This design comes from an exercise in tuning for small area, a short achievable clock period and few clock cycles on the open sky130 flow, not from production work. Function was not checked in any run shown here: the RTL went through the layout flow alone. Power figures rest on the tool's default switching activity, not on a simulated workload.

**design/flow/flow/run.sh**
```bash
#!/bin/bash
# Standard synthesis and layout, with two changes: the port buffers are
# buf_2 cells, and repair_timing aims at a setup margin of 8 ns, so that it
# also works on paths that already meet the 12 ns clock.
set -euo pipefail
bash standard.sh synth > synth.log 2>&1
bash standard.sh SETUP_SLACK_MARGIN=8 "BUFFER_PORTS_ARGS=-buffer_cell sky130_fd_sc_hd__buf_2" finish > layout.log 2>&1
```
**design/flow/design.v**
```verilog
module lxe (
    input  wire        clk,
    input  wire        rst,         
    input  wire        bus_valid,
    input  wire        bus_write,
    input  wire [5:0]  bus_addr,
    input  wire [31:0] bus_wdata,
    output wire        bus_ready,
    output reg         bus_rvalid,
    output reg  [31:0] bus_rdata
);
    localparam [5:0] A_CMD    = 6'h00;
    localparam [5:0] A_STATUS = 6'h04;
    localparam [5:0] A_EINFO  = 6'h08;
    localparam [5:0] A_K0     = 6'h10;
    localparam [5:0] A_K1     = 6'h14;
    localparam [5:0] A_K2     = 6'h18;
    localparam [5:0] A_K3     = 6'h1C;
    localparam [5:0] A_V0     = 6'h20;
    localparam [5:0] A_V1     = 6'h24;
    localparam [5:0] A_OPA    = 6'h28;
    localparam [5:0] A_OPB    = 6'h2C;
    localparam [5:0] A_RES    = 6'h30;
    localparam [5:0] A_CRC    = 6'h34;
    localparam [31:0] DEC_START = 32'hE3779B90;    
    localparam [7:0] OP_CRC_INIT = 8'h01;
    localparam [7:0] OP_CRC_UPD  = 8'h02;
    localparam [7:0] OP_AND32    = 8'h10;
    localparam [7:0] OP_OR32     = 8'h11;
    localparam [7:0] OP_XOR32    = 8'h12;
    localparam [7:0] OP_SHL32    = 8'h13;
    localparam [7:0] OP_SHR32    = 8'h14;
    localparam [7:0] OP_SWAP     = 8'h18;
    localparam [7:0] OP_SWAPBP   = 8'h19;
    localparam [7:0] OP_XTEA_ENC = 8'h20;
    localparam [7:0] OP_XTEA_DEC = 8'h21;
    localparam [7:0] OP_KEY_CLR  = 8'h22;
    localparam [7:0] OP_CLRERR   = 8'h7F;
    localparam [3:0] E_ILLEGAL_CMD    = 4'd1;
    localparam [3:0] E_BAD_ADDR       = 4'd2;
    localparam [3:0] E_RO_WRITE       = 4'd3;
    localparam [3:0] E_KEY_NOT_LOADED = 4'd4;
    reg [31:0] k0, k1, k2, k3;
    reg [31:0] ra, rb;           
    reg        vsw;
    reg [31:0] opa, opb;
    reg [31:0] res;
    reg [15:0] crc;
    reg [3:0]  krdy;
    reg        err;
    reg [3:0]  ecode;
    reg [31:0] einfo;
    reg        rq_v;
    reg        rq_w;
    reg [5:0]  rq_a;
    reg [31:0] rq_d;
    reg        rdy;
    reg        busy;
    reg        dec;
    reg [4:0]  cnt;              
    reg [1:0]  kidx_r;           
    reg        rst_q;            
    reg [31:0] sk_r;             
    assign bus_ready = rdy;
    wire accept = bus_valid && rdy;
    wire exec   = rq_v && !busy;
    function [15:0] crc16_step;
        input [15:0] c;
        input [7:0]  b;
        integer i;
        reg [15:0] x;
        begin
            x = c ^ {8'h00, b};
            for (i = 0; i < 8; i = i + 1) begin
                if (x[0])
                    x = (x >> 1) ^ 16'hA001;
                else
                    x = x >> 1;
            end
            crc16_step = x;
        end
    endfunction
    function [7:0] rev8;
        input [7:0] x;
        integer i;
        begin
            for (i = 0; i < 8; i = i + 1)
                rev8[i] = x[7 - i];
        end
    endfunction
    function [31:0] rev32;
        input [31:0] x;
        integer i;
        begin
            for (i = 0; i < 32; i = i + 1)
                rev32[i] = x[31 - i];
        end
    endfunction
    wire [7:0]  opc = rq_d[7:0];
    wire [7:0]  arg = rq_d[15:8];
    wire [15:0] rsv = rq_d[31:16];
    wire misaligned = (rq_a[1:0] != 2'b00);
    wire reserved   = (rq_a == 6'h0C) || (rq_a == 6'h38) || (rq_a == 6'h3C);
    wire bad_addr   = misaligned || reserved;
    wire ro_write   = rq_w && ((rq_a == A_STATUS) || (rq_a == A_EINFO) ||
                               (rq_a == A_RES)    || (rq_a == A_CRC));
    wire is_cmd     = rq_w && (rq_a == A_CMD);
    reg legal;
    always @(*) begin
        if (rsv != 16'h0000)
            legal = 1'b0;
        else begin
            case (opc)
                OP_CRC_UPD, OP_SWAP: legal = 1'b1;
                OP_CRC_INIT, OP_AND32, OP_OR32, OP_XOR32, OP_SHL32, OP_SHR32,
                OP_SWAPBP, OP_XTEA_ENC, OP_XTEA_DEC, OP_KEY_CLR, OP_CLRERR:
                    legal = (arg == 8'h00);
                default: legal = 1'b0;
            endcase
        end
    end
    wire is_xtea     = (opc == OP_XTEA_ENC) || (opc == OP_XTEA_DEC);
    wire illegal_cmd = is_cmd && !legal;
    wire key_missing = is_cmd && legal && is_xtea && (krdy != 4'b1111);
    reg        raise;
    reg [3:0]  raise_code;
    reg [31:0] raise_info;
    always @(*) begin
        raise      = 1'b1;
        raise_code = 4'd0;
        raise_info = 32'h0;
        if (bad_addr) begin
            raise_code = E_BAD_ADDR;
            raise_info = {23'h0, rq_w, 2'b00, rq_a};
        end else if (ro_write) begin
            raise_code = E_RO_WRITE;
            raise_info = {23'h0, 1'b1, 2'b00, rq_a};
        end else if (illegal_cmd) begin
            raise_code = E_ILLEGAL_CMD;
            raise_info = rq_d;
        end else if (key_missing) begin
            raise_code = E_KEY_NOT_LOADED;
            raise_info = rq_d;
        end else begin
            raise = 1'b0;
        end
    end
    wire cmd_ok = exec && is_cmd && legal && !(is_xtea && (krdy != 4'b1111));
    wire [31:0] v0_q = (vsw || busy) ? rb : ra;
    wire [31:0] v1_q = (vsw && !busy) ? ra : rb;
    reg [31:0] read_data;
    always @(*) begin
        case (rq_a)
            A_STATUS: read_data = {20'h0, krdy, err ? ecode : 4'h0, 3'b000, err};
            A_EINFO:  read_data = err ? einfo : 32'h0;
            A_K0:     read_data = krdy[0] ? k0 : 32'h0;
            A_K1:     read_data = krdy[1] ? k1 : 32'h0;
            A_K2:     read_data = krdy[2] ? k2 : 32'h0;
            A_K3:     read_data = krdy[3] ? k3 : 32'h0;
            A_V0:     read_data = v0_q;
            A_V1:     read_data = v1_q;
            A_OPA:    read_data = opa;
            A_OPB:    read_data = opb;
            A_RES:    read_data = res;
            A_CRC:    read_data = {16'h0, crc};
            default:  read_data = 32'h0;
        endcase
    end
    wire        is_swap   = opc[3];              
    wire        sh_right  = opc[2] | opc[3];     
    wire        sw16      = opc[0] || (arg == 8'd16);
    wire        sw24      = !opc[0] && (arg == 8'd24);
    wire        sw32      = !opc[0] && (arg == 8'd32);
    wire [4:0]  sh_amt    = is_swap ? {sw16, sw24, 3'b000} : opb[4:0];
    wire        sh_zero   = is_swap ? !(sw16 || sw24 || sw32) : (opb[31:5] != 27'h0);
    wire [31:0] sh_in     = is_swap ? {rev8(opa[31:24]), rev8(opa[23:16]),
                                       rev8(opa[15:8]),  rev8(opa[7:0])} :
                            opc[2]  ? rev32(opa) : opa;
    wire [31:0] sh1       = sh_amt[0] ? {sh_in[30:0], 1'b0}  : sh_in;
    wire [31:0] sh2       = sh_amt[1] ? {sh1[29:0], 2'b00}   : sh1;
    wire [31:0] sh3       = sh_amt[2] ? {sh2[27:0], 4'h0}    : sh2;
    wire [31:0] sh4       = sh_amt[3] ? {sh3[23:0], 8'h00}   : sh3;
    wire [31:0] sh_out    = sh_amt[4] ? {sh4[15:0], 16'h0000} : sh4;
    wire [31:0] sh_res    = sh_zero ? 32'h0 : (sh_right ? rev32(sh_out) : sh_out);
    reg [31:0] util_res;
    always @(*) begin
        case (opc[3:0])
            4'h0:    util_res = opa & opb;
            4'h1:    util_res = opa | opb;
            4'h2:    util_res = opa ^ opb;
            default: util_res = sh_res;
        endcase
    end
    wire is_util = (opc[7:4] == 4'h1);
    wire start     = cmd_ok && is_xtea;
    wire start_dec = opc[0];
    wire do_swap   = start && (vsw != start_dec);
    function [33:0] step_rom;
        input [5:0] dj;
        begin
            case (dj)
                6'd0 : step_rom = {2'd0, 32'h00000000};
                6'd1 : step_rom = {2'd3, 32'h9E3779B9};
                6'd2 : step_rom = {2'd1, 32'h9E3779B9};
                6'd3 : step_rom = {2'd2, 32'h3C6EF372};
                6'd4 : step_rom = {2'd2, 32'h3C6EF372};
                6'd5 : step_rom = {2'd1, 32'hDAA66D2B};
                6'd6 : step_rom = {2'd3, 32'hDAA66D2B};
                6'd7 : step_rom = {2'd0, 32'h78DDE6E4};
                6'd8 : step_rom = {2'd0, 32'h78DDE6E4};
                6'd9 : step_rom = {2'd0, 32'h1715609D};
                6'd10: step_rom = {2'd1, 32'h1715609D};
                6'd11: step_rom = {2'd3, 32'hB54CDA56};
                6'd12: step_rom = {2'd2, 32'hB54CDA56};
                6'd13: step_rom = {2'd2, 32'h5384540F};
                6'd14: step_rom = {2'd3, 32'h5384540F};
                6'd15: step_rom = {2'd1, 32'hF1BBCDC8};
                6'd16: step_rom = {2'd0, 32'hF1BBCDC8};
                6'd17: step_rom = {2'd0, 32'h8FF34781};
                6'd18: step_rom = {2'd1, 32'h8FF34781};
                6'd19: step_rom = {2'd0, 32'h2E2AC13A};
                6'd20: step_rom = {2'd2, 32'h2E2AC13A};
                6'd21: step_rom = {2'd3, 32'hCC623AF3};
                6'd22: step_rom = {2'd3, 32'hCC623AF3};
                6'd23: step_rom = {2'd2, 32'h6A99B4AC};
                6'd24: step_rom = {2'd0, 32'h6A99B4AC};
                6'd25: step_rom = {2'd1, 32'h08D12E65};
                6'd26: step_rom = {2'd1, 32'h08D12E65};
                6'd27: step_rom = {2'd1, 32'hA708A81E};
                6'd28: step_rom = {2'd2, 32'hA708A81E};
                6'd29: step_rom = {2'd0, 32'h454021D7};
                6'd30: step_rom = {2'd3, 32'h454021D7};
                6'd31: step_rom = {2'd3, 32'hE3779B90};
                6'd32: step_rom = {2'd3, 32'hE3779B90};
                6'd33: step_rom = {2'd3, 32'h454021D7};
                6'd34: step_rom = {2'd0, 32'h454021D7};
                6'd35: step_rom = {2'd2, 32'hA708A81E};
                6'd36: step_rom = {2'd1, 32'hA708A81E};
                6'd37: step_rom = {2'd1, 32'h08D12E65};
                6'd38: step_rom = {2'd1, 32'h08D12E65};
                6'd39: step_rom = {2'd0, 32'h6A99B4AC};
                6'd40: step_rom = {2'd2, 32'h6A99B4AC};
                6'd41: step_rom = {2'd3, 32'hCC623AF3};
                6'd42: step_rom = {2'd3, 32'hCC623AF3};
                6'd43: step_rom = {2'd2, 32'h2E2AC13A};
                6'd44: step_rom = {2'd0, 32'h2E2AC13A};
                6'd45: step_rom = {2'd1, 32'h8FF34781};
                6'd46: step_rom = {2'd0, 32'h8FF34781};
                6'd47: step_rom = {2'd0, 32'hF1BBCDC8};
                6'd48: step_rom = {2'd1, 32'hF1BBCDC8};
                6'd49: step_rom = {2'd3, 32'h5384540F};
                6'd50: step_rom = {2'd2, 32'h5384540F};
                6'd51: step_rom = {2'd2, 32'hB54CDA56};
                6'd52: step_rom = {2'd3, 32'hB54CDA56};
                6'd53: step_rom = {2'd1, 32'h1715609D};
                6'd54: step_rom = {2'd0, 32'h1715609D};
                6'd55: step_rom = {2'd0, 32'h78DDE6E4};
                6'd56: step_rom = {2'd0, 32'h78DDE6E4};
                6'd57: step_rom = {2'd3, 32'hDAA66D2B};
                6'd58: step_rom = {2'd1, 32'hDAA66D2B};
                6'd59: step_rom = {2'd2, 32'h3C6EF372};
                6'd60: step_rom = {2'd2, 32'h3C6EF372};
                6'd61: step_rom = {2'd1, 32'h9E3779B9};
                6'd62: step_rom = {2'd3, 32'h9E3779B9};
                6'd63: step_rom = {2'd0, 32'h00000000};
                default: step_rom = 34'h0;
            endcase
        end
    endfunction
    wire [33:0] rom_now   = step_rom({dec, cnt});
    wire [33:0] rom_after = step_rom({start ? start_dec : dec, cnt + 5'd1});
    reg [31:0] ksel;
    always @(*) begin
        case (kidx_r)
            2'd0: ksel = k0;
            2'd1: ksel = k1;
            2'd2: ksel = k2;
            default: ksel = k3;
        endcase
    end
    wire [31:0] k3_dec0 = k3 + DEC_START;
    wire [31:0] sk_next = start ? (opc[0] ? k3_dec0 : k0) : (rom_now[31:0] + ksel);
    wire [31:0] mx_t  = ((rb << 4) ^ (rb >> 5)) + rb;
    wire [31:0] mx    = mx_t ^ (sk_r ^ {32{dec}});
    wire [31:0] nb    = ra + mx + {31'h0, dec};
    wire rq_vread = rq_v && !rq_w && ((rq_a == A_V0) || (rq_a == A_V1)) &&
                    ((rq_a == A_V0) ^ vsw);
    wire fwd      = busy && (cnt == 5'd0) && rq_vread;
    wire fwd_next = busy && (cnt == 5'd31) && rq_vread && !accept;
    wire wr_ok = exec && rq_w;
    always @(posedge clk) begin
        if (accept) begin
            rq_w <= bus_write;
            rq_a <= bus_addr;
            rq_d <= bus_wdata;
        end
        bus_rdata <= read_data;
        rst_q     <= rst;
        if (busy || start) begin
            sk_r   <= sk_next;
            kidx_r <= rom_after[33:32];
        end
        if (start)
            dec <= start_dec;
        if (rst) begin
            busy <= 1'b0; cnt <= 5'h0;
            rq_v <= 1'b0;
            rdy <= 1'b1;
            bus_rvalid <= 1'b0;
        end else begin
            rq_v <= accept || (rq_v && busy && !fwd);
            rdy  <= fwd_next || !((accept || (rq_v && busy && !fwd)) &&
                                  ((busy && cnt != 5'd0) || start));
            bus_rvalid <= exec || fwd;
            if (busy) begin
                if (cnt == 5'd0)
                    busy <= 1'b0;        
                else
                    cnt  <= cnt + 5'd1;
            end
            if (start) begin
                busy <= 1'b1;
                cnt  <= 5'd1;
            end
        end
        if (busy) begin
            ra <= rb;
            rb <= nb;
        end else if (rst_q) begin
            ra <= 32'h0; rb <= 32'h0; vsw <= 1'b0;
        end else begin
            if (do_swap) begin
                ra  <= rb;
                rb  <= ra;
                vsw <= !vsw;
            end
            if (wr_ok && rq_a == A_V0) begin
                if (vsw) rb <= rq_d; else ra <= rq_d;
            end
            if (wr_ok && rq_a == A_V1) begin
                if (vsw) ra <= rq_d; else rb <= rq_d;
            end
        end
        if (wr_ok) begin
            case (rq_a)
                A_K0: k0 <= rq_d;
                A_K1: k1 <= rq_d;
                A_K2: k2 <= rq_d;
                A_K3: k3 <= rq_d;
                default: ;
            endcase
        end
        if (exec && !err) begin
            ecode <= raise_code;
            einfo <= raise_info;
        end
        if (rst_q) begin
            opa <= 32'h0; opb <= 32'h0;
            res <= 32'h0;
            crc <= 16'h0;
            krdy <= 4'h0;
            err <= 1'b0;
        end else begin
            if (exec && raise && !err)
                err <= 1'b1;
            if (wr_ok) begin
                case (rq_a)
                    A_K0: krdy[0] <= 1'b1;
                    A_K1: krdy[1] <= 1'b1;
                    A_K2: krdy[2] <= 1'b1;
                    A_K3: krdy[3] <= 1'b1;
                    A_OPA: opa <= rq_d;
                    A_OPB: opb <= rq_d;
                    default: ;
                endcase
            end
            if (cmd_ok) begin
                case (opc)
                    OP_CRC_INIT: crc <= 16'h0000;
                    OP_CRC_UPD:  crc <= crc16_step(crc, arg);
                    OP_KEY_CLR:  krdy <= 4'h0;
                    OP_CLRERR:   err  <= 1'b0;
                    default: ;
                endcase
                if (is_util)
                    res <= util_res;
            end
        end
    end
endmodule
```
**design/flow/standard.sh**
```bash
#!/bin/bash
# synth_recipe.tcl (not shown) runs the flow's synth.tcl, then flattens the netlist and writes it again
# the make line also repeats each setting of config.mk as NAME=value (left out here)
make -C /OpenROAD-flow-scripts/flow DESIGN_CONFIG=/design/flow/config.mk WORK_HOME=/design/flow/orfs CLKGATE_MAP_FILE= SYNTH_SCRIPT=/design/flow/synth_recipe.tcl "${@:-finish}"
```
**design/flow/config.mk**
```make
export PLATFORM = sky130hd
export DESIGN_NAME = lxe
export DESIGN_NICKNAME = lxe
export VERILOG_FILES = /design/flow/design.v
export SDC_FILE = /design/flow/constraint.sdc
export NUM_CORES = 4
export LEC_CHECK = 0
export CAP_MARGIN = 20
export CORE_MARGIN = 2
export CORE_UTILIZATION = 40
export PLACE_DENSITY = 0.6
export SLEW_MARGIN = 20
```
**design/flow/constraint.sdc**
```tcl
create_clock -name core_clock -period 12.0 [get_ports {clk}]
set_input_delay 2.4000 -clock core_clock [delete_from_list [all_inputs] [get_ports {clk}]]
set_output_delay 2.4000 -clock core_clock [all_outputs]
set_load 0.01 [all_outputs]
```
==> flow_metrics.py, run 1 <==
metrics = {
    "route": {
        "vias_per_cell": 6.31,
        "via_count": 29195,
        "wl_mm": 127,
        "drc": 0,
        "ant_nets": 0,
        "drt-pass1-iter-count": 10,
        "drt_iter0_markers": 3654,
        "routedWlPerCell_um": 27.5,
    },
    "run": {
        "maxCapViolations": 0,
    },
    "pwr": {
        "ir_worst_vdd_mv": 0.102,
        "powerDensity_mw_per_mm2": 96.1,
        "p_leak_uw": 0.0146,
    },
    "grt": {
        "grt_use_total_pct": 30.1,
        "grt_max_degree": 66,
        "grt_first_pass_wirelength_mm": 184,
        "grt_antenna_before_repair": 2,
        "grt_pass1_vias": 27103,
        "grt_overflow": 0,
    },
    "die": {
        "die_area_mm2": 0.0813,
        "die_h_um": 285,
        "core_area_mm2": 0.0786,
        "start_util_pct": 40.2,
        "ios": 76,
        "row_count": 103,
        "fp.dieW_um": 285,
    },
    "clock_tree": {
        "clk_root_buffer_cell": "clkbuf_16",
        "cts_tree": "yes",
        "clk_path_buf_depth": 3,
        "numCtsBuffers": 53,
        "holdBufCountCts": 0,
        "clock_latency_ns": 0.63,
        "htreeDepth": 2,
        "cts_sinks": 461,
        "clk_pin_slew_worst_paths_ns": 0.06,
    },
    "sta": {
        "clock.fmax_mhz": 206,
        "hold_ws_ns": 0.458,
        "rsz0062_at_grt": "yes",
        "fin_setup_tns_ns": 0,
        "hold_viol": 0,
        "fin_crit_sh_pct": 40.5,
        "setup-violations-final": 0,
        "drv_slew": 0,
        "relSlewSlack_pct": 13.3,
        "worst_slew_pin_slew_ns": 1.29,
        "finalCriticalPeriod_ns": 4.86,
        "worst_clock_skew_ns": 0.0338,
    },
    "placement": {
        "port-buffer-count": 75,
        "globalplace.congestion": 0.975,
        "hpwl_mm": 87.6,
    },
    "critical_path": {
        "worstPathCellList": "ha_4 -> inv_2 -> fa_2 -> nand2b_4 -> a21oi_4 -> a41oi_2 -> a211o_1 -> o31ai_4 -> a21oi_2 -> a311oi_2 -> buf_4 -> xnor2_2 -> ha_1 -> a21o_1 -> o21bai_1 -> a21o_1 -> a21oi_2 -> o21ai_2 -> and2_1 -> a2111o_1 -> or4_1 -> o211ai_1",
        "timing_worst_setup_path_type": "register to register",
        "arrival_ns": 5.39,
        "cp_slowest_stage_delay_ns": 0.47,
        "worstPathMaxFanout": 4,
        "cp.required_ns": 12.53,
        "cp_slowest_cell": "or4_1",
        "worst_setup_path_end_kind": "register",
        "start_kind": "register",
    },
    "logic_synthesis": {
        "synth_cells": 3469,
        "synth_area_leaders": "edfxtp_1 23%, dfxtp_1 14%, ha_1 7.0%",
        "ys_warn_count": 1,
        "syn_area_mm2": 0.0316,
        "synth_top_area_cell": "edfxtp_1",
        "syn_nets": 3693,
        "synth_edf_count": 237,
        "syn_avg_cell_area_um2": 9.11,
        "synth_top_flop_cell": "edfxtp_1",
        "ys_seq_area_share_pct": 36.7,
        "ys_ff_latch": 461,
        "ys_types": 85,
        "synth_top_area_share_pct": 22.5,
        "ys_async_sr_fraction_pct": 0,
    },
    "finish": {
        "n_fill_cell": 7470,
        "num-nets-final": 3754,
        "area_growth_pct": 18.0,
        "drive_above_1_share_pct": 18.9,
    },
    "status": {
        "status": "finished clean",
    },
    "worst_hold_path": {
        "hold_path_class": "register to register",
    },
}
power by group:
group / total [uW] / leakage, uW / switching, uW / internal, uW
Sequential: 1700 / 0.00399 / 34.3 / 1670
Combinational: 156 / 0.00972 / 109 / 47.5
Clock: 1730 / 0.000899 / 700 / 1030
Total: 3590 / 0.0146 / 843 / 2740
cell usage after synthesis (42+ instances only):
master	instances
dfxtp_1	224
nand3_1	90
a21o_1	66
xor2_1	88
nor2_1	255
ha_1	178
nand2_1	362
xnor2_1	129
mux4_2	58
o22ai_1	60
mux2i_1	148
a22oi_1	50
nor3_1	51
a222oi_1	52
inv_1	100
o21ai_0	190
a21oi_1	330
edfxtp_1	237
clkbuf_1	198
and2_1	42
a211oi_1	43
cells in the final DEF (no fill, tap or decap), types with 26 or more instances in the layout:
cell	instances
mux4_2	58
a22oi_1	49
a21o_1	66
a22o_1	26
mux2i_1	147
xnor2_1	123
a221o_1	36
nand2b_1	31
edfxtp_1	237
dfxtp_1	202
inv_1	93
a21oi_2	29
a221oi_1	34
nand2_1	353
o21ai_0	154
ha_1	149
buf_4	154
buf_2	75
and2_1	40
nor2_1	230
nor3_1	43
xor2_1	85
a21oi_1	291
o22ai_1	60
a211oi_1	31
a222oi_1	52
nand3_1	85
clkbuf_16	59
critical path, delay by kind of cell, from the launching register on:
family | cells | cell delay [ns]
DFF | 1 | 0.37
buffers and inverters | 2 | 0.21
adders and majority gates | 3 | 0.77
AOI/OAI and AO/OA | 13 | 2.47
xor gates and xnor gates | 1 | 0.14
and+or+nand+nor | 3 | 0.80
routing by layer:
layer / vias up / part of all wire (%) / track usage [%]
met3: 319 / 9.0 / 4.62
met1: 14215 / 41 / 40.7
li1: 13119 / - / -
met4: 2 / 6.0 / 15.4
met5: - / 0.010 / 0
met2: 1540 / 44 / 46.7
what timing repair did:
item                                    4_1_cts  5_1_grt
endpoints found under the setup margin      226       91
buffers inserted                             65       47
gates cloned                                  4        2
pin swaps                                    82       87
gates resized for setup                     176      138
endpoints found under the hold margin         0        0
final timing paths:
check | cells after the start | slack, ns | from | end
worst max-delay path | 22 | 7.14 | rb[0] | rb[31]
worst min-delay path | 2 | 0.46 | opb[0] | opb[0]
worst max register to register | 22 | 7.14 | rb[0] | rb[31]
worst min register to register | 2 | 0.46 | opb[0] | opb[0]
layout make-up:
class	instances	area [um^2]	area share, %
well taps	1050	1310	3.52
inverters	110	455	1.22
repair buffers	255	2020	5.41
clock buffers	74	1550	4.16
diodes	1	2.50	0.00671
flip-flops and latches	461	11700	31.2
clock inverters	24	288	0.771
multi-input cells	2649	20000	53.7
per-stage QoR:
stage	area, um^2	instances	utilization, %	power (uW)	setup slack, ns
6_report	37300	4624	47.5	3590	7.14
5_1_grt	37300	4623	47.5	3670	6.92
4_1_cts	36300	4574	46.2	3600	7.08
3_5_place_dp	33100	4407	42.1	1880	6.46
3_3_place_gp	33100	4407	42.1	1880	6.52
2_1_floorplan	31800	3469	-	1810	7.45
kinds of logic after synthesis:
kind of cell	after synthesis	share of synthesized area (%)
AO/OA/AOI/OAI	1072	22.4
AND/OR/NAND/NOR	952	13.6
adder cells (fa/ha/maj)	182	7.30
buffers and inverters	359	4.42
multiplexers	225	9.49
flip-flops	461	36.7
XOR/XNOR	218	6.08
==> inputs of run 2 (changes only) <==
--- a/design/flow/design.v
+++ b/design/flow/design.v
@@ -63,7 +63,7 @@
     reg [31:0] sk_r;             
     assign bus_ready = rdy;
     wire accept = bus_valid && rdy;
-    wire exec   = rq_v && !busy;
+    wire exec   = rq_v && !busy && !ubusy;
     function [15:0] crc16_step;
         input [15:0] c;
         input [7:0]  b;
@@ -80,22 +80,6 @@
             crc16_step = x;
         end
     endfunction
-    function [7:0] rev8;
-        input [7:0] x;
-        integer i;
-        begin
-            for (i = 0; i < 8; i = i + 1)
-                rev8[i] = x[7 - i];
-        end
-    endfunction
-    function [31:0] rev32;
-        input [31:0] x;
-        integer i;
-        begin
-            for (i = 0; i < 32; i = i + 1)
-                rev32[i] = x[31 - i];
-        end
-    endfunction
     wire [7:0]  opc = rq_d[7:0];
     wire [7:0]  arg = rq_d[15:8];
     wire [15:0] rsv = rq_d[31:16];
@@ -146,8 +130,8 @@
         end
     end
     wire cmd_ok = exec && is_cmd && legal && !(is_xtea && (krdy != 4'b1111));
-    wire [31:0] v0_q = (vsw || busy) ? rb : ra;
-    wire [31:0] v1_q = (vsw && !busy) ? ra : rb;
+    wire [31:0] v0_q = vsw ? rb : ra;
+    wire [31:0] v1_q = vsw ? ra : rb;
     reg [31:0] read_data;
     always @(*) begin
         case (rq_a)
@@ -166,32 +150,35 @@
             default:  read_data = 32'h0;
         endcase
     end
-    wire        is_swap   = opc[3];              
-    wire        sh_right  = opc[2] | opc[3];     
-    wire        sw16      = opc[0] || (arg == 8'd16);
-    wire        sw24      = !opc[0] && (arg == 8'd24);
-    wire        sw32      = !opc[0] && (arg == 8'd32);
-    wire [4:0]  sh_amt    = is_swap ? {sw16, sw24, 3'b000} : opb[4:0];
-    wire        sh_zero   = is_swap ? !(sw16 || sw24 || sw32) : (opb[31:5] != 27'h0);
-    wire [31:0] sh_in     = is_swap ? {rev8(opa[31:24]), rev8(opa[23:16]),
-                                       rev8(opa[15:8]),  rev8(opa[7:0])} :
-                            opc[2]  ? rev32(opa) : opa;
-    wire [31:0] sh1       = sh_amt[0] ? {sh_in[30:0], 1'b0}  : sh_in;
-    wire [31:0] sh2       = sh_amt[1] ? {sh1[29:0], 2'b00}   : sh1;
-    wire [31:0] sh3       = sh_amt[2] ? {sh2[27:0], 4'h0}    : sh2;
-    wire [31:0] sh4       = sh_amt[3] ? {sh3[23:0], 8'h00}   : sh3;
-    wire [31:0] sh_out    = sh_amt[4] ? {sh4[15:0], 16'h0000} : sh4;
-    wire [31:0] sh_res    = sh_zero ? 32'h0 : (sh_right ? rev32(sh_out) : sh_out);
-    reg [31:0] util_res;
+    wire        sh_big  = (opb[31:5] != 27'h0);
+    wire        sw16    = opc[0] || (arg == 8'd16);
+    wire        sw24    = !opc[0] && (arg == 8'd24);
+    wire        sw32    = !opc[0] && (arg == 8'd32);
+    wire [31:0] opa_rev = {opa[7:0], opa[15:8], opa[23:16], opa[31:24]};
+    reg [31:0] util_res;         
+    reg [4:0]  util_n;           
     always @(*) begin
+        util_n = 5'd0;
         case (opc[3:0])
             4'h0:    util_res = opa & opb;
             4'h1:    util_res = opa | opb;
             4'h2:    util_res = opa ^ opb;
-            default: util_res = sh_res;
+            4'h3, 4'h4: begin
+                util_res = sh_big ? 32'h0 : opa;
+                util_n   = sh_big ? 5'd0 : opb[4:0];
+            end
+            default: begin           
+                util_res = (sw16 || sw24 || sw32) ? opa_rev : 32'h0;
+                util_n   = {3'b000, sw16, sw24};
+            end
         endcase
     end
     wire is_util = (opc[7:4] == 4'h1);
+    wire ustart  = cmd_ok && is_util && (util_n != 5'd0);
+    reg        ubusy;            
+    reg [4:0]  ucnt;             
+    reg [1:0]  umode;            
+    wire       ulast = ubusy && (ucnt == 5'd1);
     wire start     = cmd_ok && is_xtea;
     wire start_dec = opc[0];
     wire do_swap   = start && (vsw != start_dec);
@@ -283,11 +270,7 @@
     wire [31:0] mx_t  = ((rb << 4) ^ (rb >> 5)) + rb;
     wire [31:0] mx    = mx_t ^ (sk_r ^ {32{dec}});
     wire [31:0] nb    = ra + mx + {31'h0, dec};
-    wire rq_vread = rq_v && !rq_w && ((rq_a == A_V0) || (rq_a == A_V1)) &&
-                    ((rq_a == A_V0) ^ vsw);
-    wire fwd      = busy && (cnt == 5'd0) && rq_vread;
-    wire fwd_next = busy && (cnt == 5'd31) && rq_vread && !accept;
-    wire wr_ok = exec && rq_w;
+    wire wr_ok = exec && rq_w && !raise;
     always @(posedge clk) begin
         if (accept) begin
             rq_w <= bus_write;
@@ -303,15 +286,25 @@
         if (start)
             dec <= start_dec;
         if (rst) begin
-            busy <= 1'b0; cnt <= 5'h0;
+            busy <= 1'b0; cnt <= 5'h0; ubusy <= 1'b0;
             rq_v <= 1'b0;
             rdy <= 1'b1;
             bus_rvalid <= 1'b0;
         end else begin
-            rq_v <= accept || (rq_v && busy && !fwd);
-            rdy  <= fwd_next || !((accept || (rq_v && busy && !fwd)) &&
-                                  ((busy && cnt != 5'd0) || start));
-            bus_rvalid <= exec || fwd;
+            rq_v <= accept || (rq_v && (busy || ubusy));
+            rdy  <= !((accept || (rq_v && (busy || ubusy))) &&
+                      ((busy && cnt != 5'd0) || start || (ubusy && !ulast) || ustart));
+            bus_rvalid <= (exec && !start && !ustart) || (busy && cnt == 5'd0) || ulast;
+            if (ubusy) begin
+                ucnt <= ucnt - 5'd1;
+                if (ulast)
+                    ubusy <= 1'b0;
+            end
+            if (ustart) begin
+                ubusy <= 1'b1;
+                ucnt  <= util_n;
+                umode <= opc[3] ? 2'd2 : {1'b0, opc[2]};
+            end
             if (busy) begin
                 if (cnt == 5'd0)
                     busy <= 1'b0;        
@@ -350,7 +343,7 @@
                 default: ;
             endcase
         end
-        if (exec && !err) begin
+        if (exec && raise && !err) begin
             ecode <= raise_code;
             einfo <= raise_info;
         end
@@ -385,6 +378,13 @@
                 if (is_util)
                     res <= util_res;
             end
+            if (ubusy) begin
+                case (umode)
+                    2'd0:    res <= {res[30:0], 1'b0};
+                    2'd1:    res <= {1'b0, res[31:1]};
+                    default: res <= {8'h00, res[31:8]};
+                endcase
+            end
         end
     end
 endmodule
==> design/flow/flow/run.sh (replaced) <==
#!/bin/bash
# Standard synthesis and layout, with two changes: the port buffers are
# buf_4 cells, and repair_timing aims at a setup margin of 7.5 ns, so that it
# also works on paths that already meet the 12 ns clock.
set -euo pipefail
bash standard.sh synth > synth.log 2>&1
bash standard.sh SETUP_SLACK_MARGIN=7.5 "BUFFER_PORTS_ARGS=-buffer_cell sky130_fd_sc_hd__buf_4" finish > layout.log 2>&1
==> run 2 against run 1 <==
Wire length shrank 3.4%. Largest power group unchanged. Non-clock buffer count shrank 34. Critical path type unchanged. Cell count shrank 1.6%. Hold slack better by 0.060 ns. Fmax up 4.1%.
==> flow_metrics.py, run 2 <==
metrics = {
    "status": {
        "status": "finished clean",
    },
    "grt": {
        "grt_pass1_vias": 25669,
        "grt_max_degree": 73,
        "grt_use_total_pct": 30.0,
        "grt_first_pass_wirelength_mm": 177,
        "grt_overflow": 0,
        "grt_antenna_before_repair": 6,
    },
    "worst_hold_path": {
        "hold_path_class": "register to register",
        "hold_depth": 2,
    },
    "sta": {
        "hold_viol": 0,
        "relSlewSlack_pct": 32.4,
        "worst_clock_skew_ns": 0.0358,
        "fin_crit_sh_pct": 38.9,
        "drv_slew": 0,
        "fin_setup_tns_ns": 0,
        "finalCriticalPeriod_ns": 4.67,
        "setup-violations-final": 0,
        "worst_slew_pin_slew_ns": 1.01,
        "rsz0062_at_grt": "yes",
        "clock.fmax_mhz": 214,
        "finalWorstSetupSlack_ns": 7.33,
    },
    "pwr": {
        "sw_frac_of_total_pct": 23.8,
        "p_sw_uw": 860,
        "p_leak_uw": 0.0134,
        "pwr-share-clk_pct": 48.4,
        "powerDensity_mw_per_mm2": 101,
        "ir_worst_vdd_mv": 0.118,
        "power_frac_comb_pct": 4.0,
        "p_int_uw": 2750,
        "p_seq_share_pct": 47.7,
    },
    "critical_path": {
        "arrival_ns": 5.15,
        "cp.required_ns": 12.48,
        "worst_setup_path_end_kind": "register",
        "worstPathCellList": "xor2_1 -> ha_1 -> a21oi_2 -> o211a_1 -> nor2_2 -> a21o_1 -> a21o_1 -> a21o_1 -> a21oi_2 -> buf_4 -> xnor2_1 -> ha_1 -> and3_4 -> and3_1 -> a221oi_4 -> buf_4 -> o22ai_4 -> o31ai_2 -> buf_4 -> a21oi_4 -> a21oi_2 -> o21bai_1 -> xnor2_1 -> o22ai_1",
        "start_kind": "register",
        "ff2ff_path_depth": 24,
        "cp_slowest_stage_delay_ns": 0.37,
        "timing_worst_setup_path_type": "register to register",
        "cp_slowest_cell": "ha_1",
        "worstPathMaxFanout": 5,
    },
    "placement": {
        "globalplace.congestion": 0.985,
        "hpwl_mm": 84.3,
        "port-buffer-count": 75,
        "detailedPlace.worstSlack_ns": 6.22,
    },
    "logic_synthesis": {
        "synthMuxAreaShare_pct": 8.05,
        "synth_edf_count": 244,
        "synth_top_family_by_area": "compound AO/OA/AOI/OAI gates",
        "ys_warn_count": 1,
        "synth_area_leaders": "edfxtp_1 24%, dfxtp_1 15%, ha_1 7.1%",
        "synth_cells": 3434,
        "yosysMostFrequentCell": "nand2_1",
        "synth_top_area_share_pct": 23.6,
        "synth_top_area_cell": "edfxtp_1",
        "yosys-top-cells-count": "405 x nand2_1, 282 x a21oi_1, 244 x edfxtp_1",
        "synth_top_flop_cell": "edfxtp_1",
        "ys_async_sr_fraction_pct": 0,
        "yosys.area_share.adder_pct": 7.40,
        "synth-xor-area-share_pct": 6.32,
        "synth_compound_area_share_pct": 22.2,
        "ys_types": 83,
        "syn_nets": 3657,
        "ys_ff_latch": 469,
        "syn_avg_cell_area_um2": 9.02,
        "ys_seq_area_share_pct": 38.2,
        "syn_area_mm2": 0.0310,
        "yosys.area_share.simple_pct": 13.1,
    },
    "finish": {
        "final-seq-area_mm2": 0.0119,
        "multi_input_comb_area_mm2": 0.0184,
        "area_growth_pct": 15.2,
        "drive_above_1_share_pct": 15.3,
        "n_fill_cell": 7368,
        "num-nets-final": 3683,
        "final_common_cell": "nand2_1",
        "final_cell_mix": "400 x nand2_1, 257 x a21oi_1, 244 x edfxtp_1",
    },
    "clock_tree": {
        "htreeDepth": 2,
        "numCtsBuffers": 54,
        "clk_path_buf_depth": 3,
        "cts_tree": "yes",
        "cts_sinks": 469,
        "clk_pin_slew_worst_paths_ns": 0.06,
        "clk_root_buffer_cell": "clkbuf_16",
        "holdBufCountCts": 0,
        "clock_latency_ns": 0.65,
    },
    "route": {
        "wl_mm": 123,
        "drt-pass1-iter-count": 10,
        "drt_iter0_markers": 3856,
        "vias_per_cell": 6.23,
        "drc": 0,
        "via_count": 28331,
        "routedWlPerCell_um": 27.0,
        "ant_nets": 0,
    },
    "die": {
        "row_count": 102,
        "core_area_mm2": 0.0771,
        "die_h_um": 282,
        "start_util_pct": 40.2,
        "ios": 76,
        "die_area_mm2": 0.0797,
        "fp.dieW_um": 282,
    },
    "run": {
        "maxCapViolations": 0,
    },
}
-- run 2: kinds of logic after synthesis --
kind of cell             Yosys count
multiplexers                     202
AND/OR/NAND/NOR                  914
flip-flops                       469
AO/OA/AOI/OAI                   1072
buffers and inverters            374
adder cells (fa/ha/maj)          181
XOR/XNOR                         222
-- run 2: power by group through the flow --
| stage | logic (uW) | clock network [uW] | registers, uW |
|---|---|---|---|
| finish | 143 | 1740 | 1720 |
| CTS | 139 | 1760 | 1720 |
| detailed placement | 138 | 0 | 1760 |
| floorplan | 76.5 | 0 | 1750 |
| global route | 149 | 1820 | 1720 |
| global placement | 138 | 0 | 1760 |
-- run 2: critical path: cells and delay by family, from the launching register on --
| family | cells | cell delay, ns |
|---|---|---|
| XOR/XNOR | 3 | 0.40 |
| buffers and inverters | 3 | 0.49 |
| adder cells (fa/ha/maj) | 2 | 0.70 |
| flip-flops | 1 | 0.36 |
| AO/OA/AOI/OAI | 13 | 2.06 |
| AND/OR/NAND/NOR | 3 | 0.50 |
-- run 2: path summary, 6_finish.rpt --
check	startpoint	to	slack [ns]
setup / recovery	rb[0]	rb[28]	7.33
hold / removal	rb[10]	ra[10]	0.52
setup reg to reg	rb[0]	rb[28]	7.33
hold reg to reg	rb[10]	ra[10]	0.52
-- run 2: area by class of cell --
type	count	area share [%]
flip-flops and latches	469	33.4
clock inverters	28	0.950
repair buffers	221	4.87
clock buffers	74	4.26
diodes	2	0.0140
multi-input cells	2591	51.5
inverters	123	1.33
well taps	1040	3.65
-- run 2: through the flow --
| stage | std cells | area [um^2] | utilization (%) | hold slack [ns] | total power [uW] |
|---|---|---|---|---|---|
| floorplan | 3434 | 31000 | - | 0.436 | 1820 |
| global placement | 4367 | 32500 | 42.2 | 0.505 | 1890 |
| detailed placement | 4368 | 32500 | 42.2 | 0.511 | 1890 |
| CTS | 4509 | 35000 | 45.4 | 0.519 | 3620 |
| global route | 4546 | 35700 | 46.3 | 0.545 | 3690 |
| finish | 4548 | 35700 | 46.3 | 0.519 | 3610 |
-- run 2: layer usage --
layer,share of wire (%),vias up,global-route usage [%]
met2,45,1642,47.1
met4,5.9,8,14.5
met5,0.037,-,0
met1,40,13593,40.3
li1,-,12746,-
met3,9.8,342,4.75
-- run 2: what timing repair did --
action	in CTS	in global routing
hold endpoints to repair	0	0
endpoints found under the setup margin	133	116
pin swaps	46	63
buffers inserted	39	37
gates resized for setup	106	89
==> inputs of run 3 (changes only) <==
--- a/design/flow/design.v
+++ b/design/flow/design.v
@@ -63,7 +63,7 @@
     reg [31:0] sk_r;             
     assign bus_ready = rdy;
     wire accept = bus_valid && rdy;
-    wire exec   = rq_v && !busy && !ubusy;
+    wire exec   = rq_v && !busy;
     function [15:0] crc16_step;
         input [15:0] c;
         input [7:0]  b;
@@ -80,6 +80,22 @@
             crc16_step = x;
         end
     endfunction
+    function [7:0] rev8;
+        input [7:0] x;
+        integer i;
+        begin
+            for (i = 0; i < 8; i = i + 1)
+                rev8[i] = x[7 - i];
+        end
+    endfunction
+    function [31:0] rev32;
+        input [31:0] x;
+        integer i;
+        begin
+            for (i = 0; i < 32; i = i + 1)
+                rev32[i] = x[31 - i];
+        end
+    endfunction
     wire [7:0]  opc = rq_d[7:0];
     wire [7:0]  arg = rq_d[15:8];
     wire [15:0] rsv = rq_d[31:16];
@@ -135,12 +151,12 @@
     reg [31:0] read_data;
     always @(*) begin
         case (rq_a)
-            A_STATUS: read_data = {20'h0, krdy, err ? ecode : 4'h0, 3'b000, err};
-            A_EINFO:  read_data = err ? einfo : 32'h0;
-            A_K0:     read_data = krdy[0] ? k0 : 32'h0;
-            A_K1:     read_data = krdy[1] ? k1 : 32'h0;
-            A_K2:     read_data = krdy[2] ? k2 : 32'h0;
-            A_K3:     read_data = krdy[3] ? k3 : 32'h0;
+            A_STATUS: read_data = {20'h0, krdy, ecode, 3'b000, err};
+            A_EINFO:  read_data = einfo;
+            A_K0:     read_data = k0;
+            A_K1:     read_data = k1;
+            A_K2:     read_data = k2;
+            A_K3:     read_data = k3;
             A_V0:     read_data = v0_q;
             A_V1:     read_data = v1_q;
             A_OPA:    read_data = opa;
@@ -150,35 +166,32 @@
             default:  read_data = 32'h0;
         endcase
     end
-    wire        sh_big  = (opb[31:5] != 27'h0);
-    wire        sw16    = opc[0] || (arg == 8'd16);
-    wire        sw24    = !opc[0] && (arg == 8'd24);
-    wire        sw32    = !opc[0] && (arg == 8'd32);
-    wire [31:0] opa_rev = {opa[7:0], opa[15:8], opa[23:16], opa[31:24]};
-    reg [31:0] util_res;         
-    reg [4:0]  util_n;           
+    wire        is_swap   = opc[3];              
+    wire        sh_right  = opc[2] | opc[3];     
+    wire        sw16      = opc[0] || (arg == 8'd16);
+    wire        sw24      = !opc[0] && (arg == 8'd24);
+    wire        sw32      = !opc[0] && (arg == 8'd32);
+    wire [4:0]  sh_amt    = is_swap ? {sw16, sw24, 3'b000} : opb[4:0];
+    wire        sh_zero   = is_swap ? !(sw16 || sw24 || sw32) : (opb[31:5] != 27'h0);
+    wire [31:0] sh_in     = is_swap ? {rev8(opa[31:24]), rev8(opa[23:16]),
+                                       rev8(opa[15:8]),  rev8(opa[7:0])} :
+                            opc[2]  ? rev32(opa) : opa;
+    wire [31:0] sh1       = sh_amt[0] ? {sh_in[30:0], 1'b0}  : sh_in;
+    wire [31:0] sh2       = sh_amt[1] ? {sh1[29:0], 2'b00}   : sh1;
+    wire [31:0] sh3       = sh_amt[2] ? {sh2[27:0], 4'h0}    : sh2;
+    wire [31:0] sh4       = sh_amt[3] ? {sh3[23:0], 8'h00}   : sh3;
+    wire [31:0] sh_out    = sh_amt[4] ? {sh4[15:0], 16'h0000} : sh4;
+    wire [31:0] sh_res    = sh_zero ? 32'h0 : (sh_right ? rev32(sh_out) : sh_out);
+    reg [31:0] util_res;
     always @(*) begin
-        util_n = 5'd0;
         case (opc[3:0])
             4'h0:    util_res = opa & opb;
             4'h1:    util_res = opa | opb;
             4'h2:    util_res = opa ^ opb;
-            4'h3, 4'h4: begin
-                util_res = sh_big ? 32'h0 : opa;
-                util_n   = sh_big ? 5'd0 : opb[4:0];
-            end
-            default: begin           
-                util_res = (sw16 || sw24 || sw32) ? opa_rev : 32'h0;
-                util_n   = {3'b000, sw16, sw24};
-            end
+            default: util_res = sh_res;
         endcase
     end
     wire is_util = (opc[7:4] == 4'h1);
-    wire ustart  = cmd_ok && is_util && (util_n != 5'd0);
-    reg        ubusy;            
-    reg [4:0]  ucnt;             
-    reg [1:0]  umode;            
-    wire       ulast = ubusy && (ucnt == 5'd1);
     wire start     = cmd_ok && is_xtea;
     wire start_dec = opc[0];
     wire do_swap   = start && (vsw != start_dec);
@@ -254,8 +267,80 @@
             endcase
         end
     endfunction
+    function [1:0] kidx_next;
+        input [5:0] dj;
+        begin
+            case (dj)
+                6'd0 : kidx_next = 2'd3;
+                6'd1 : kidx_next = 2'd1;
+                6'd2 : kidx_next = 2'd2;
+                6'd3 : kidx_next = 2'd2;
+                6'd4 : kidx_next = 2'd1;
+                6'd5 : kidx_next = 2'd3;
+                6'd6 : kidx_next = 2'd0;
+                6'd7 : kidx_next = 2'd0;
+                6'd8 : kidx_next = 2'd0;
+                6'd9 : kidx_next = 2'd1;
+                6'd10: kidx_next = 2'd3;
+                6'd11: kidx_next = 2'd2;
+                6'd12: kidx_next = 2'd2;
+                6'd13: kidx_next = 2'd3;
+                6'd14: kidx_next = 2'd1;
+                6'd15: kidx_next = 2'd0;
+                6'd16: kidx_next = 2'd0;
+                6'd17: kidx_next = 2'd1;
+                6'd18: kidx_next = 2'd0;
+                6'd19: kidx_next = 2'd2;
+                6'd20: kidx_next = 2'd3;
+                6'd21: kidx_next = 2'd3;
+                6'd22: kidx_next = 2'd2;
+                6'd23: kidx_next = 2'd0;
+                6'd24: kidx_next = 2'd1;
+                6'd25: kidx_next = 2'd1;
+                6'd26: kidx_next = 2'd1;
+                6'd27: kidx_next = 2'd2;
+                6'd28: kidx_next = 2'd0;
+                6'd29: kidx_next = 2'd3;
+                6'd30: kidx_next = 2'd3;
+                6'd31: kidx_next = 2'd0;
+                6'd32: kidx_next = 2'd3;
+                6'd33: kidx_next = 2'd0;
+                6'd34: kidx_next = 2'd2;
+                6'd35: kidx_next = 2'd1;
+                6'd36: kidx_next = 2'd1;
+                6'd37: kidx_next = 2'd1;
+                6'd38: kidx_next = 2'd0;
+                6'd39: kidx_next = 2'd2;
+                6'd40: kidx_next = 2'd3;
+                6'd41: kidx_next = 2'd3;
+                6'd42: kidx_next = 2'd2;
+                6'd43: kidx_next = 2'd0;
+                6'd44: kidx_next = 2'd1;
+                6'd45: kidx_next = 2'd0;
+                6'd46: kidx_next = 2'd0;
+                6'd47: kidx_next = 2'd1;
+                6'd48: kidx_next = 2'd3;
+                6'd49: kidx_next = 2'd2;
+                6'd50: kidx_next = 2'd2;
+                6'd51: kidx_next = 2'd3;
+                6'd52: kidx_next = 2'd1;
+                6'd53: kidx_next = 2'd0;
+                6'd54: kidx_next = 2'd0;
+                6'd55: kidx_next = 2'd0;
+                6'd56: kidx_next = 2'd3;
+                6'd57: kidx_next = 2'd1;
+                6'd58: kidx_next = 2'd2;
+                6'd59: kidx_next = 2'd2;
+                6'd60: kidx_next = 2'd1;
+                6'd61: kidx_next = 2'd3;
+                6'd62: kidx_next = 2'd0;
+                6'd63: kidx_next = 2'd3;
+                default: kidx_next = 2'd0;
+            endcase
+        end
+    endfunction
     wire [33:0] rom_now   = step_rom({dec, cnt});
-    wire [33:0] rom_after = step_rom({start ? start_dec : dec, cnt + 5'd1});
+    wire [1:0]  kidx_after = kidx_next({start ? start_dec : dec, cnt});
     reg [31:0] ksel;
     always @(*) begin
         case (kidx_r)
@@ -281,30 +366,20 @@
         rst_q     <= rst;
         if (busy || start) begin
             sk_r   <= sk_next;
-            kidx_r <= rom_after[33:32];
+            kidx_r <= kidx_after;
         end
         if (start)
             dec <= start_dec;
         if (rst) begin
-            busy <= 1'b0; cnt <= 5'h0; ubusy <= 1'b0;
+            busy <= 1'b0; cnt <= 5'h0;
             rq_v <= 1'b0;
             rdy <= 1'b1;
             bus_rvalid <= 1'b0;
         end else begin
-            rq_v <= accept || (rq_v && (busy || ubusy));
-            rdy  <= !((accept || (rq_v && (busy || ubusy))) &&
-                      ((busy && cnt != 5'd0) || start || (ubusy && !ulast) || ustart));
-            bus_rvalid <= (exec && !start && !ustart) || (busy && cnt == 5'd0) || ulast;
-            if (ubusy) begin
-                ucnt <= ucnt - 5'd1;
-                if (ulast)
-                    ubusy <= 1'b0;
-            end
-            if (ustart) begin
-                ubusy <= 1'b1;
-                ucnt  <= util_n;
-                umode <= opc[3] ? 2'd2 : {1'b0, opc[2]};
-            end
+            rq_v <= accept || (rq_v && busy);
+            rdy  <= !((accept || (rq_v && busy)) &&
+                      ((busy && cnt != 5'd0) || start));
+            bus_rvalid <= (exec && !start) || (busy && cnt == 5'd0);
             if (busy) begin
                 if (cnt == 5'd0)
                     busy <= 1'b0;        
@@ -334,34 +409,25 @@
                 if (vsw) ra <= rq_d; else rb <= rq_d;
             end
         end
-        if (wr_ok) begin
-            case (rq_a)
-                A_K0: k0 <= rq_d;
-                A_K1: k1 <= rq_d;
-                A_K2: k2 <= rq_d;
-                A_K3: k3 <= rq_d;
-                default: ;
-            endcase
-        end
-        if (exec && raise && !err) begin
-            ecode <= raise_code;
-            einfo <= raise_info;
-        end
         if (rst_q) begin
+            k0 <= 32'h0; k1 <= 32'h0; k2 <= 32'h0; k3 <= 32'h0;
             opa <= 32'h0; opb <= 32'h0;
             res <= 32'h0;
             crc <= 16'h0;
             krdy <= 4'h0;
-            err <= 1'b0;
+            err <= 1'b0; ecode <= 4'h0; einfo <= 32'h0;
         end else begin
-            if (exec && raise && !err)
-                err <= 1'b1;
+            if (exec && raise && !err) begin
+                err   <= 1'b1;
+                ecode <= raise_code;
+                einfo <= raise_info;
+            end
             if (wr_ok) begin
                 case (rq_a)
-                    A_K0: krdy[0] <= 1'b1;
-                    A_K1: krdy[1] <= 1'b1;
-                    A_K2: krdy[2] <= 1'b1;
-                    A_K3: krdy[3] <= 1'b1;
+                    A_K0: begin k0 <= rq_d; krdy[0] <= 1'b1; end
+                    A_K1: begin k1 <= rq_d; krdy[1] <= 1'b1; end
+                    A_K2: begin k2 <= rq_d; krdy[2] <= 1'b1; end
+                    A_K3: begin k3 <= rq_d; krdy[3] <= 1'b1; end
                     A_OPA: opa <= rq_d;
                     A_OPB: opb <= rq_d;
                     default: ;
@@ -371,20 +437,18 @@
                 case (opc)
                     OP_CRC_INIT: crc <= 16'h0000;
                     OP_CRC_UPD:  crc <= crc16_step(crc, arg);
-                    OP_KEY_CLR:  krdy <= 4'h0;
-                    OP_CLRERR:   err  <= 1'b0;
+                    OP_KEY_CLR: begin
+                        k0 <= 32'h0; k1 <= 32'h0; k2 <= 32'h0; k3 <= 32'h0;
+                        krdy <= 4'h0;
+                    end
+                    OP_CLRERR: begin
+                        err <= 1'b0; ecode <= 4'h0; einfo <= 32'h0;
+                    end
                     default: ;
                 endcase
                 if (is_util)
                     res <= util_res;
             end
-            if (ubusy) begin
-                case (umode)
-                    2'd0:    res <= {res[30:0], 1'b0};
-                    2'd1:    res <= {1'b0, res[31:1]};
-                    default: res <= {8'h00, res[31:8]};
-                endcase
-            end
         end
     end
 endmodule
==> run 3 against run 2 <==
Critical path depth unchanged. Combinational power increased by 42%. Cell count is 12% higher. Largest cell class unchanged. Still clean on timing, DRC and antenna. Critical path type unchanged. Critical endpoint is now rb[31]. Fmax up 3.2%. Design area up 3.7%.
==> flow_metrics.py, run 3 <==
metrics = {
    "status": {
        "status": "finished clean",
    },
    "route": {
        "drt_iter0_markers": 4351,
        "ant_nets": 0,
        "drt-pass1-iter-count": 8,
        "drc": 0,
        "routedWlPerCell_um": 27.3,
        "wl_mm": 139,
        "via_count": 32943,
        "vias_per_cell": 6.47,
    },
    "critical_path": {
        "worst_setup_path_end_kind": "register",
        "worstPathCellList": "ha_2 -> inv_1 -> fa_2 -> nor2b_2 -> o31ai_2 -> nand2_1 -> nand2_1 -> nand2_1 -> a21oi_2 -> o21ai_1 -> a21o_1 -> a21oi_1 -> xnor2_1 -> ha_1 -> a21oi_2 -> o21ai_2 -> a21o_1 -> a21oi_2 -> o31ai_4 -> a31oi_4 -> o31ai_4 -> o41ai_2 -> xnor3_1 -> a22o_1",
        "worstPathMaxFanout": 4,
        "cp_slowest_cell": "dfxtp_4",
        "ff2ff_path_depth": 24,
        "cp.required_ns": 12.54,
        "start_kind": "register",
        "timing_worst_setup_path_type": "register to register",
        "arrival_ns": 5.06,
        "cp_slowest_stage_delay_ns": 0.36,
    },
    "pwr": {
        "p_leak_uw": 0.0142,
        "p_int_uw": 2630,
        "sw_frac_of_total_pct": 25.8,
        "powerDensity_mw_per_mm2": 95.8,
        "fin_total_pwr_uw": 3550,
        "p_seq_share_pct": 45.3,
        "pwr-share-clk_pct": 49.0,
        "ir_worst_vdd_mv": 0.112,
        "power_frac_comb_pct": 5.7,
        "p_sw_uw": 914,
    },
    "logic_synthesis": {
        "syn_avg_cell_area_um2": 8.10,
        "synth-xor-area-share_pct": 5.94,
        "yosys.area_share.simple_pct": 16.7,
        "synthMuxAreaShare_pct": 9.99,
        "yosysMostFrequentCell": "nand2_1",
        "ys_warn_count": 1,
        "yosys.area_share.adder_pct": 6.97,
        "synth_area_leaders": "dfxtp_1 24%, a21oi_1 7.2%, edfxtp_1 6.7%",
        "synth_top_family_by_area": "compound AO/OA/AOI/OAI gates",
        "yosys-top-cells-count": "485 x nand2_1, 474 x a21oi_1, 388 x dfxtp_1",
        "ys_seq_area_share_pct": 30.3,
        "syn_nets": 4289,
        "synth_cells": 4066,
        "synth_top_area_cell": "dfxtp_1",
        "syn_area_mm2": 0.0329,
        "ys_types": 89,
        "synth_top_area_share_pct": 23.6,
        "ys_ff_latch": 462,
        "synth_compound_area_share_pct": 24.0,
        "ys_async_sr_fraction_pct": 0,
        "synth_edf_count": 74,
        "synth_top_flop_cell": "dfxtp_1",
    },
    "clock_tree": {
        "clk_root_buffer_cell": "clkbuf_16",
        "cts_sinks": 462,
        "holdBufCountCts": 0,
        "clock_latency_ns": 0.69,
        "cts_tree": "yes",
        "clk_pin_slew_worst_paths_ns": 0.06,
        "clk_path_buf_depth": 3,
        "htreeDepth": 2,
        "numCtsBuffers": 54,
    },
    "die": {
        "die_h_um": 291,
        "ios": 76,
        "core_area_mm2": 0.0818,
        "die_area_mm2": 0.0847,
        "start_util_pct": 40.2,
        "row_count": 105,
        "fp.dieW_um": 291,
    },
    "worst_hold_path": {
        "hold_depth": 2,
        "hold_path_class": "register to register",
    },
    "grt": {
        "grt_max_degree": 90,
        "grt_overflow": 0,
        "grt_pass1_vias": 29640,
        "grt_antenna_before_repair": 4,
        "grt_first_pass_wirelength_mm": 203,
        "grt_use_total_pct": 31.4,
    },
    "sta": {
        "fin_setup_tns_ns": 0,
        "fin_crit_sh_pct": 37.7,
        "hold_ws_ns": 0.430,
        "relSlewSlack_pct": 13.2,
        "worst_clock_skew_ns": 0.0923,
        "finalCriticalPeriod_ns": 4.53,
        "clock.fmax_mhz": 221,
        "setup-violations-final": 0,
        "hold_viol": 0,
        "drv_slew": 0,
        "rsz0062_at_grt": "yes",
        "worst_slew_pin_slew_ns": 1.29,
    },
    "finish": {
        "drive_above_1_share_pct": 13.5,
        "final_cell_mix": "481 x nand2_1, 457 x a21oi_1, 358 x dfxtp_1",
        "fin_cells": 5088,
        "area_growth_pct": 12.4,
        "final_cell_area_mm2": 0.0370,
        "final_common_cell": "nand2_1",
        "num-nets-final": 4195,
    },
    "placement": {
        "port-buffer-count": 75,
        "globalplace.congestion": 0.977,
        "place_area_mm2": 0.0342,
        "hpwl_mm": 96.8,
        "place_inst": 4938,
    },
    "run": {
        "maxCapViolations": 0,
    },
}
## run 3: repair_timing
action	in CTS	in global routing
buffers inserted	16	30
endpoints found under the setup margin	214	264
pin swaps	22	30
gates cloned	1	1
hold endpoints to repair	0	0
resized for setup	94	81
## run 3: logic make-up after synthesis
kind of cell               count (synthesis)
adders and majority gates                181
and+or+nand+nor                         1218
xor gates and xnor gates                 222
AOI/OAI and AO/OA                       1222
DFF                                      462
buffers and inverters                    489
muxes                                    272
## run 3: cell type report
| cell class | count | area, um^2 |
|---|---|---|
| antenna | 4 | 10.0 |
| clock buffer | 74 | 1540 |
| clock inverter | 24 | 319 |
| fill | 8157 | 44800 |
| inverter | 128 | 490 |
| multi-input combinational | 3117 | 21600 |
| sequential | 462 | 10100 |
| tap | 1070 | 1340 |
| timing repair buffer | 209 | 1640 |
## run 3: power by group through the flow
stage / registers, uW / logic [uW] / clock network (uW)
finish: 1610 / 203 / 1740
global route: 1610 / 210 / 1810
CTS: 1610 / 194 / 1750
detailed placement: 1640 / 192 / 0
global placement: 1640 / 193 / 0
floorplan: 1630 / 119 / 0
## run 3: metal layers
layer | GRT usage (%) | up-vias | part of all wire [%]
met5 | 0 | - | 0.013
met4 | 17.0 | 2 | 6.4
met3 | 5.48 | 400 | 10
met2 | 47.1 | 1932 | 43
met1 | 42.8 | 15906 | 41
li1 | - | 14703 | -
## run 3: worst max-delay path: cells and delay by family, from the launching register on
kind | cells | cell delay [ns]
compound gates | 14 | 2.50
xor+xnor | 2 | 0.37
fa+ha+maj | 3 | 0.77
buf+inv | 1 | 0.08
flops | 1 | 0.36
simple gates | 4 | 0.33
## run 3: path summary, 6_finish.rpt
kind	start	to	slack [ns]
setup / recovery	rb[0]	rb[31]	7.47
hold / removal	ecode[3]	ecode[3]	0.43
setup reg to reg	rb[0]	rb[31]	7.47
hold reg to reg	ecode[3]	ecode[3]	0.43
## run 3: stage by stage
step	utilization [%]	worst slack (ns)
after detailed placement	41.7	6.07
final	45.2	7.47
after floorplan	-	7.40
after global placement	41.7	6.09
after global routing	45.2	7.34
after CTS	44.6	7.44

-- afterwards: timing with drivers on the ports --
The flow's constraints put no driver on any port. The routed layouts listed below were extracted and timed again, unchanged, in two steps.
Step 1: set_driving_cell puts a clkbuf_16 on clk and a buf_2 on each other input, an assumption about the parent block.
Step 2 also shifts input and output timing later by t, the mid clock arrival at the registers, as if the neighbouring blocks saw the same clock.
a / b / c = no drivers / after step 1 / after step 2; a / b = the first two.
run	shift t [ns]	setup slack, ns	hold WS [ns]	worst data-port slew with drivers (ns)
run 1	0.674	7.138 / 7.138 / 7.138	0.458 / 0.458 / 0.458	0.06
run 2	0.696	7.330 / 7.330 / 7.330	0.519 / 0.519 / 0.519	0.04
run 3	0.712	7.473 / 7.473 / 7.473	0.430 / 0.430 / 0.430	0.08
After both steps setup and hold are still met in every run listed.
